What follows belongs to an exercise in optimizing a design on an open flow for small area; a production flow would make more cautious choices.
Function was checked by simulation only, so behaviour that the tests miss may differ from the original.
Power and IR drop assume default switching activity.

==> trial 33: inputs <==
Design pse, start of the top module:
module pse (
    input  wire        clk,
    input  wire        rst,
    input  wire        cmd_valid,
    input  wire [31:0] cmd_data,
    output wire        cmd_ready,
    output reg         rsp_valid,
    output wire [31:0] rsp_data,
    output wire        cb_active,
    output reg  [31:0] cb_handle,
    input  wire        cb_ret,
    output wire        ws,
    output wire        bck,
    output reg         sdata,
    output reg         attached
);
clock: 10.0 ns
lec_check: 0
cap_margin: 20
core_margin: 2
core_utilization: 60
cts_buf_list: sky130_fd_sc_hd__clkbuf_16
cts_cluster_diameter: 60
cts_cluster_size: 30
slew_margin: 20
run.sh (not shown) runs the stock make flow with config.mk's settings and CLKGATE_MAP_FILE= SYNTH_SCRIPT=/design/flow/synth_recipe.tcl, a recipe that flattens the netlist after the stock synthesis.
==> trial 71 (differences from trial 33) <==
--- a/flow/design.v
+++ b/flow/design.v
@@ -100,11 +100,10 @@
         endcase
     end
     reg           fr_busy;
     reg           fr_port;        
     reg  [6:0]    fr_step;
-    reg  [15:0]   fr_sample;
     wire fr_last = fr_busy && (fr_port ? fr_step == 7'd65 : fr_step == 7'd33);
     assign ws  = !fr_busy;
     assign bck = fr_busy && fr_step[0] && (fr_step[6:1] != 6'd0);
     wire inited   = (life != L_UNINIT);
     wire lc_busy  = (lc_op != LC_NONE);
@@ -202,10 +201,12 @@
     always @(posedge clk) begin
         mem_v  <= put_val;
         mem_ph <= (rst || mem_ph[1]) ? 2'd0 : mem_ph + 2'd1;
     end
     wire [15:0] head_q [0:23];    
+    wire [23:0] head_put;
+    wire [3:0]  s15_w;            
     genvar gi, gr;
     generate
         for (gi = 0; gi < 4; gi = gi + 1) begin : g_buf
             wire [15:0] slot_w;
             genvar gj;
@@ -214,28 +215,53 @@
                                     (pass_wr && fd_cur == gi &&
                                      gj >= fd_rw_pos && gj < pass_end);
             end
             for (gr = 0; gr < 5; gr = gr + 1) begin : g_ring
                 reg  [15:0] e0, e1, e2;
-                reg  [2:0]  pend;
+                reg         pend0, pend1;
                 wire [2:0]  w   = slot_w[3 * gr + 2 : 3 * gr];
-                wire        put = |((w | pend) & ph_hot);
+                wire        w0  = |(w & ph_hot);
+                wire        w1  = |(w & {ph_hot[1:0], ph_hot[2]});
+                wire        w2  = |(w & {ph_hot[0], ph_hot[2:1]});
+                wire        put = pend0 || w0;
                 always @(posedge clk) begin
-                    e0   <= e1;
-                    e1   <= e2;
-                    e2   <= put ? put_val : e0;
-                    pend <= (w | pend) & ~ph_hot;
+                    e0    <= e1;
+                    e1    <= e2;
+                    e2    <= put ? put_val : e0;
+                    pend0 <= pend1 || w1;
+                    pend1 <= w2;
                 end
                 assign head_q[gi * 6 + gr] = e0;
+                assign head_put[gi * 6 + gr] = put;
             end
-            reg [15:0] s15;
-            always @(posedge clk)
-                if (slot_w[15])
-                    s15 <= port[15:0];
-            assign head_q[gi * 6 + 5] = s15;
+            assign s15_w[gi] = slot_w[15];
         end
     endgenerate
+    reg  [15:0] x0, x1, x2;
+    reg         xpend0, xpend1;
+    wire        xw0  = |(s15_w[2:0] & ph_hot);
+    wire        xw1  = |(s15_w[2:0] & {ph_hot[1:0], ph_hot[2]});
+    wire        xw2  = |(s15_w[2:0] & {ph_hot[0], ph_hot[2:1]});
+    wire        xput = xpend0 || xw0;
+    reg  [15:0] s15_3;
+    always @(posedge clk) begin
+        x0     <= x1;
+        x1     <= x2;
+        x2     <= xput ? put_val : x0;
+        xpend0 <= xpend1 || xw1;
+        xpend1 <= xw2;
+        if (s15_w[3])
+            s15_3 <= port[15:0];
+    end
+    assign head_q[5]   = x0;
+    assign head_q[11]  = x0;
+    assign head_q[17]  = x0;
+    assign head_q[23]  = s15_3;
+    assign head_put[5]  = xput;
+    assign head_put[11] = xput;
+    assign head_put[17] = xput;
+    assign head_put[23] = s15_w[3];
     wire       tg_restart = (lc_op == LC_START || lc_op == LC_RESET1 ||
                              lc_op == LC_RESETM || lc_op == LC_RESET2);
     wire       tx_at_end  = (tx_pos == tx_len_v);
     wire [1:0] tg_b = tg_restart ? 2'd0 : tx_at_end ? tx_next : tx_cur;
     wire [3:0] tg_s = (tg_restart || tx_at_end) ? 4'd0 : tx_pos[3:0];
@@ -261,29 +287,21 @@
             default: begin tg_r = 3'd5; tg_k = 2'd0; end
         endcase
     end
     wire tg_hit  = buf_fill[tg_b] ||
                    (pass_wr && fd_cur == tg_b && tg_s >= fd_rw_pos && tg_s < pass_end);
-    wire tg_head = (tg_r == 3'd5) || (tg_k == mem_ph);
-    wire tg_new  = rst || tx_sample || lc_start;
+    wire tg_head = (tg_r == 3'd5) ? (tg_b == 2'd3 || tg_b == mem_ph) : (tg_k == mem_ph);
+    wire tx_hold = tx_sample || (fr_busy && !fr_port && fr_step < 7'd31);
     reg  [15:0] tx_word;
-    reg  [1:0]  tg_age;           
-    reg         tg_dirty;         
     always @(posedge clk) begin
-        if (tg_new) begin
-            tg_age   <= 2'd0;
-            tg_dirty <= 1'b0;
-        end else begin
-            if (!tg_age[1])
-                tg_age <= tg_age + 2'd1;
-            if (tg_hit)
-                tg_dirty <= 1'b1;
+        if (!tx_hold) begin
+            if (tg_head)
+                tx_word <= head_put[{tg_b, 1'b0} * 3 + tg_r] ? put_val
+                                                             : head_q[{tg_b, 1'b0} * 3 + tg_r];
+            else if (tg_hit)
+                tx_word <= port[15:0];
         end
-        if (tg_hit)
-            tx_word <= port[15:0];
-        else if (tg_age[1] && !tg_dirty && tg_head)
-            tx_word <= head_q[{tg_b, 1'b0} * 3 + tg_r];
     end
     reg  [2:0] rsp_st;
     reg  [2:0] rsp_v;
     assign rsp_data = {1'b0, rsp_st, 25'd0, rsp_v};
     integer k;
@@ -326,12 +344,12 @@
                         cmd_hdr_seen <= 1'b1;
                     cmd_left <= new_need;
                 end else begin
                     opnd <= cmd_data;
                     if (h_op == OP_INIT && !inited) begin
-                        if (cmd_left == 3'd3) cb     <= cmd_data;
-                        if (cmd_left == 3'd2) period <= cmd_data[31:2];
+                        if (cmd_left == 3'd2) cb     <= opnd;
+                        if (cmd_left == 3'd1) period <= opnd[31:2];
                         if (cmd_left == 3'd1) port   <= cmd_data;
                     end
                     if (cmd_left == 3'd1) begin
                         cmd_full     <= 1'b1;
                         cmd_hdr_seen <= 1'b0;
@@ -471,12 +489,10 @@
                 if (fr_last)
                     fr_busy <= 1'b0;
                 fr_step <= fr_step + 7'd1;
             end
         end
-        if (tx_sample)
-            fr_sample <= tx_word;
         if (fr_busy && !fr_last && fr_step[0])
-            sdata <= fr_port ? port[~fr_step[5:1]] : fr_sample[~fr_step[4:1]];
+            sdata <= fr_port ? port[~fr_step[5:1]] : tx_word[~fr_step[4:1]];
     end
     assign cb_active = (fd_phase == F_CALLBACK);
 endmodule
==> flow/flow/run.sh (new file) <==
#!/bin/bash
set -euo pipefail
export CTS_ARGS="-sink_clustering_enable -repair_clock_nets -dont_use_dummy_load -sink_clustering_size 30 -sink_clustering_max_diameter 60 -buf_list sky130_fd_sc_hd__clkbuf_16"
export BUFFER_PORTS_ARGS="-buffer_cell sky130_fd_sc_hd__buf_1"
bash standard.sh > standard.log 2>&1
==> flow/standard.sh (new file) <==
#!/bin/bash
# synth_recipe.tcl (not shown) runs the flow's synth.tcl, then flattens the netlist and writes it again
# the make line also repeats each setting of config.mk as NAME=value (left out here)
make -C /OpenROAD-flow-scripts/flow DESIGN_CONFIG=/design/flow/config.mk WORK_HOME=/design/flow/orfs CLKGATE_MAP_FILE= SYNTH_SCRIPT=/design/flow/synth_recipe.tcl "${@:-finish}"
- CORE_UTILIZATION: 60 -> 75
- CTS_BUF_LIST: sky130_fd_sc_hd__clkbuf_16 -> not set
- CTS_CLUSTER_DIAMETER: 60 -> not set
- CTS_CLUSTER_SIZE: 30 -> not set
removed: flow/run.sh
==> build 97 (differences from trial 33) <==
--- a/flow/design.v
+++ b/flow/design.v
@@ -214,18 +214,22 @@
                                     (pass_wr && fd_cur == gi &&
                                      gj >= fd_rw_pos && gj < pass_end);
             end
             for (gr = 0; gr < 5; gr = gr + 1) begin : g_ring
                 reg  [15:0] e0, e1, e2;
-                reg  [2:0]  pend;
+                reg         pend0, pend1;
                 wire [2:0]  w   = slot_w[3 * gr + 2 : 3 * gr];
-                wire        put = |((w | pend) & ph_hot);
+                wire        w0  = |(w & ph_hot);
+                wire        w1  = |(w & {ph_hot[1:0], ph_hot[2]});
+                wire        w2  = |(w & {ph_hot[0], ph_hot[2:1]});
+                wire        put = pend0 || w0;
                 always @(posedge clk) begin
-                    e0   <= e1;
-                    e1   <= e2;
-                    e2   <= put ? put_val : e0;
-                    pend <= (w | pend) & ~ph_hot;
+                    e0    <= e1;
+                    e1    <= e2;
+                    e2    <= put ? put_val : e0;
+                    pend0 <= pend1 || w1;
+                    pend1 <= w2;
                 end
                 assign head_q[gi * 6 + gr] = e0;
             end
             reg [15:0] s15;
             always @(posedge clk)
@@ -326,12 +330,12 @@
                         cmd_hdr_seen <= 1'b1;
                     cmd_left <= new_need;
                 end else begin
                     opnd <= cmd_data;
                     if (h_op == OP_INIT && !inited) begin
-                        if (cmd_left == 3'd3) cb     <= cmd_data;
-                        if (cmd_left == 3'd2) period <= cmd_data[31:2];
+                        if (cmd_left == 3'd2) cb     <= opnd;
+                        if (cmd_left == 3'd1) period <= opnd[31:2];
                         if (cmd_left == 3'd1) port   <= cmd_data;
                     end
                     if (cmd_left == 3'd1) begin
                         cmd_full     <= 1'b1;
                         cmd_hdr_seen <= 1'b0;
==> flow/flow/run.sh (new file) <==
#!/bin/bash
set -euo pipefail
export CTS_ARGS="-sink_clustering_enable -repair_clock_nets -dont_use_dummy_load -sink_clustering_size 25 -sink_clustering_max_diameter 50 -buf_list sky130_fd_sc_hd__clkbuf_16"
export BUFFER_PORTS_ARGS="-buffer_cell sky130_fd_sc_hd__buf_1"
bash standard.sh > standard.log 2>&1
==> flow/standard.sh (new file) <==
#!/bin/bash
# synth_recipe.tcl (not shown) runs the flow's synth.tcl, then flattens the netlist and writes it again
# the make line also repeats each setting of config.mk as NAME=value (left out here)
make -C /OpenROAD-flow-scripts/flow DESIGN_CONFIG=/design/flow/config.mk WORK_HOME=/design/flow/orfs CLKGATE_MAP_FILE= SYNTH_SCRIPT=/design/flow/synth_recipe.tcl "${@:-finish}"
- CORE_UTILIZATION: 60 -> 75
- CTS_BUF_LIST: sky130_fd_sc_hd__clkbuf_16 -> not set
- CTS_CLUSTER_DIAMETER: 60 -> not set
- CTS_CLUSTER_SIZE: 30 -> not set
removed: flow/run.sh
==> notes.md <==
Trial 33 finished with timing, DRC and antenna clean. Trial 71 went through all stages and came out clean. Build 97 went through all stages and came out clean. Against build 97, the setup slack of trial 71 is lower by 2.1 ns. Against build 97, the critical path depth of trial 71 is higher by 4. Utilization: build 97 is higher than trial 71 (1.7 points). Power, highest first: trial 33, build 97, trial 71. Against build 97, the global-route usage of trial 71 is higher by 1.8 points.

port drivers added, routing unchanged:
No port has a modelled driver above. Below, the same layouts with a new extraction and two added sets of constraints. Step 1, drivers: a clkbuf_16 drives clk and a buf_2 each remaining input, both assumed. Step 2 also shifts input and output timing later by t, the mid clock arrival at the registers, as if the neighbouring blocks saw the same clock. Slacks: ideal / step 1 / step 2; pairs: ideal / step 1.
run	shift t [ns]	slack for setup (ns)	hold WS [ns]	clock arrival spread, ns	worst register clock-pin slew, ns
trial 33	0.742	3.393 / 3.393 / 3.393	0.311 / 0.311 / 0.311	0.043 / 0.042	0.11 / 0.11
trial 71	0.709	1.528 / 1.528 / 1.528	0.288 / 0.288 / 0.288	0.143 / 0.144	0.12 / 0.12
build 97	0.717	3.619 / 3.619 / 3.619	0.287 / 0.287 / 0.287	0.115 / 0.115	0.10 / 0.10
After both steps every run listed still meets setup and hold.
